From an optimization exercise on the open Yosys and OpenROAD flow, aimed at small area, a short achievable clock period and few clock cycles per item; shortcuts taken in it are not production practice. Power figures rest on the tool's default switching activity, not on a simulated workload.

## crc_core
module crc_core (
    input  wire        clk,
    input  wire        rst,
    input  wire        cmd_valid,
    output wire        cmd_ready,
    input  wire [31:0] cmd_word,
    output reg         resp_valid,
    input  wire        resp_ready,
    output wire [7:0]  resp_status,
    output reg  [63:0] resp_data
);
Size: about 750 cells after synthesis, ~160 flip-flops, roughly 110 I/O pins, about 0.0076 mm^2 of cells after synthesis.
==> module crc_core, before the edit <==
module crc_core (
    input  wire        clk,
    input  wire        rst,
    input  wire        cmd_valid,
    output wire        cmd_ready,
    input  wire [31:0] cmd_word,
    output reg         resp_valid,
    input  wire        resp_ready,
    output wire [7:0]  resp_status,
    output reg  [63:0] resp_data
);
    localparam [7:0] OP_CRC_INIT       = 8'h01;
    localparam [7:0] OP_CRC_UPDATE     = 8'h02;
    localparam [7:0] OP_CRC_READ       = 8'h03;
    localparam [7:0] OP_CRC_TABLE_READ = 8'h04;
    wire [7:0]  op  = cmd_word[7:0];
    wire [7:0]  a   = cmd_word[15:8];
    wire [15:0] off = cmd_word[31:16];
    wire [4:0] in_f = {op == OP_CRC_UPDATE,
                       (op == OP_CRC_INIT) && (a == 8'd0),
                       (op == OP_CRC_READ) && (a == 8'd0),
                       op == OP_CRC_TABLE_READ,
                       off == 16'd0};
    reg        h_v, s_v;
    reg        rdy;           
    reg [4:0]  h_f, s_f;
    reg [7:0]  h_x, s_a;
    assign cmd_ready = rdy;
    wire take   = cmd_valid && rdy;
    wire adv    = h_v && (!resp_valid || resp_ready);    
    wire h_free = adv || !h_v;
    wire e_upd  = h_f[4] && h_f[0];
    wire e_init = h_f[3] && h_f[0];
    wire e_read = h_f[2] && h_f[0];
    wire e_tbl  = h_f[1] && h_f[0];
    reg  [63:0] crc_s;
    wire [63:0] t_val;
    crc_engine u_engine (
        .x (h_x),
        .t (t_val)
    );
    wire s_set  = rst || (adv && e_init);
    wire s_step = adv && e_upd;
    wire        n_set  = !s_set;
    wire        n_step = !s_step;
    wire        n_rd   = !e_read;
    wire [63:0] s_sh   = crc_s >> 8;
    wire [63:0] s_d;
    wire [63:0] r_d;
    genvar b;
    generate
        for (b = 0; b < 64; b = b + 1) begin : g_bit
            wire u, nu, nh, nt;
            crc_xor2  u_u (.a(s_sh[b]), .b(t_val[b]), .y(u));
            crc_nand2 u_a (.a(s_step), .b(u), .y(nu));
            crc_nand2 u_h (.a(n_step), .b(crc_s[b]), .y(nh));
            crc_nand3 u_d (.a(n_set), .b(nu), .c(nh), .y(s_d[b]));
            crc_nand2 u_t (.a(e_tbl), .b(t_val[b]), .y(nt));
            crc_o21ai u_r (.a1(n_rd), .a2(crc_s[b]), .b1(nt), .y(r_d[b]));
        end
    endgenerate
    always @(posedge clk)
        crc_s <= s_d;
    wire       n_use = s_v ? s_f[4] : op[1];    
    wire [7:0] n_a   = s_v ? s_a : a;
    wire [7:0] n_s   = s_set ? 8'hFF : (s_step ? crc_s[15:8] : crc_s[7:0]);
    wire [7:0] n_pre = n_a ^ (n_s & {8{n_use}});
    wire       n_tg  = n_use && s_step && !s_set;
    wire [7:0] n_x;
    genvar g;
    generate
        for (g = 0; g < 8; g = g + 1) begin : g_nx
            wire nt;
            crc_nand2 u_n (.a(t_val[g]), .b(n_tg), .y(nt));
            crc_xnor2 u_x (.a(n_pre[g]), .b(nt), .y(n_x[g]));
        end
    endgenerate
    always @(posedge clk) begin
        if (rst) begin
            h_v <= 1'b0;
            s_v <= 1'b0;
            rdy <= 1'b1;
        end else begin
            if (h_free) begin
                h_v <= s_v || take;
                h_f <= s_v ? s_f : in_f;
                h_x <= n_x;
                s_v <= 1'b0;
                rdy <= 1'b1;
            end else if (take) begin
                s_v <= 1'b1;
                rdy <= 1'b0;
                s_f <= in_f;
                s_a <= a;
            end
        end
    end
    reg st_ill;
    assign resp_status = {7'd0, st_ill};
    always @(posedge clk) begin
        if (rst) begin
            resp_valid <= 1'b0;
        end else if (adv) begin
            resp_valid <= 1'b1;
            st_ill     <= !(e_upd || e_init || e_read || e_tbl);
            resp_data  <= r_d;
        end else if (resp_ready) begin
            resp_valid <= 1'b0;
        end
    end
endmodule
==> module crc_nand3, before the edit <==
module crc_nand3 (input wire a, b, c, output wire y);
    assign y = ~(a & b & c);
endmodule
==> module crc_o21ai, before the edit <==
module crc_o21ai (input wire a1, a2, b1, output wire y);
    assign y = ~((a1 | a2) & b1);
endmodule
Settings: LEC_CHECK=0, CAP_MARGIN=20, CORE_MARGIN=2, CORE_UTILIZATION=55, CTS_BUF_LIST=sky130_fd_sc_hd__clkbuf_4 sky130_fd_sc_hd__clkbuf_8, PLACE_DENSITY=0.75, SLEW_MARGIN=20, SYNTH_HIERARCHICAL=1, SYNTH_MINIMUM_KEEP_SIZE=0; clock period 8.0 ns.
standard.sh (not shown) runs the stock make flow with config.mk's settings and CLKGATE_MAP_FILE= SYNTH_SCRIPT=/design/flow/synth_recipe.tcl, a recipe that flattens the netlist after the stock synthesis.
==> flow/flow/run.sh <==
#!/bin/bash
set -euo pipefail
export BUFFER_PORTS_ARGS="-buffer_cell sky130_fd_sc_hd__buf_1"
export SETUP_SLACK_MARGIN=5.45
bash standard.sh > standard_make.log 2>&1
Next try:
--- a/flow/design.v
+++ b/flow/design.v
@@ -161,26 +161,12 @@
     );
     wire s_set  = rst || (adv && e_init);
     wire s_step = adv && e_upd;
-    wire        n_set  = !s_set;
-    wire        n_step = !s_step;
-    wire        n_rd   = !e_read;
-    wire [63:0] s_sh   = crc_s >> 8;
-    wire [63:0] s_d;
-    wire [63:0] r_d;
-    genvar b;
-    generate
-        for (b = 0; b < 64; b = b + 1) begin : g_bit
-            wire u, nu, nh, nt;
-            crc_xor2  u_u (.a(s_sh[b]), .b(t_val[b]), .y(u));
-            crc_nand2 u_a (.a(s_step), .b(u), .y(nu));
-            crc_nand2 u_h (.a(n_step), .b(crc_s[b]), .y(nh));
-            crc_nand3 u_d (.a(n_set), .b(nu), .c(nh), .y(s_d[b]));
-            crc_nand2 u_t (.a(e_tbl), .b(t_val[b]), .y(nt));
-            crc_o21ai u_r (.a1(n_rd), .a2(crc_s[b]), .b1(nt), .y(r_d[b]));
-        end
-    endgenerate
-    always @(posedge clk)
-        crc_s <= s_d;
+    always @(posedge clk) begin
+        if (s_set)
+            crc_s <= 64'hFFFFFFFFFFFFFFFF;
+        else if (s_step)
+            crc_s <= (crc_s >> 8) ^ t_val;
+    end
     wire       n_use = s_v ? s_f[4] : op[1];    
     wire [7:0] n_a   = s_v ? s_a : a;
     wire [7:0] n_s   = s_set ? 8'hFF : (s_step ? crc_s[15:8] : crc_s[7:0]);
@@ -223,7 +209,7 @@
         end else if (adv) begin
             resp_valid <= 1'b1;
             st_ill     <= !(e_upd || e_init || e_read || e_tbl);
-            resp_data  <= r_d;
+            resp_data  <= ({64{e_read}} & ~crc_s) | ({64{e_tbl}} & t_val);
         end else if (resp_ready) begin
             resp_valid <= 1'b0;
         end
@@ -235,9 +221,3 @@
 module crc_xnor2 (input wire a, b, output wire y);
     assign y = ~(a ^ b);
 endmodule
-module crc_nand3 (input wire a, b, c, output wire y);
-    assign y = ~(a & b & c);
-endmodule
-module crc_o21ai (input wire a1, a2, b1, output wire y);
-    assign y = ~((a1 | a2) & b1);
-endmodule
Final area drops by about 2.3%; cell count drops by about 6%; global-route usage drops by 0.12 points; count of clock-buffer cells in the layout does not change; clock power is about the same; total power climbs by about 0.7%.
Function was not checked in any run of this note: the RTL went through the layout flow alone.

[afterwards: timing with drivers on the ports]
The flow's constraints put no driver on any port. The routed layouts listed below were extracted and timed again, unchanged, in two steps.
Step 1 sets driving cells, clkbuf_16 on the clock port and buf_2 on the other inputs (assumed; they add their load-dependent delay and slew).
Step 2 also shifts input and output timing later by t, the mid clock arrival at the registers, as if the neighbouring blocks saw the same clock.
Three values: no drivers, after step 1, after step 2; two values: the first two.
| run | t, ns | setup slack, ns | hold WS [ns] | clock arrival spread, ns | worst data-port slew with drivers (ns) |
|---|---|---|---|---|---|
| the first run | 0.497 | 5.382 / 5.346 / 5.000 | 0.497 / 0.497 / 0.497 | 0.012 / 0.012 | 0.04 |
| the second run | 0.482 | 5.398 / 5.360 / 4.945 | 0.504 / 0.504 / 0.504 | 0.014 / 0.014 | 0.05 |
After both steps every run listed still meets setup and hold. For the second run, which loses most, drivers alone change the setup slack by -0.038 ns; drivers and shift together by -0.453 ns.
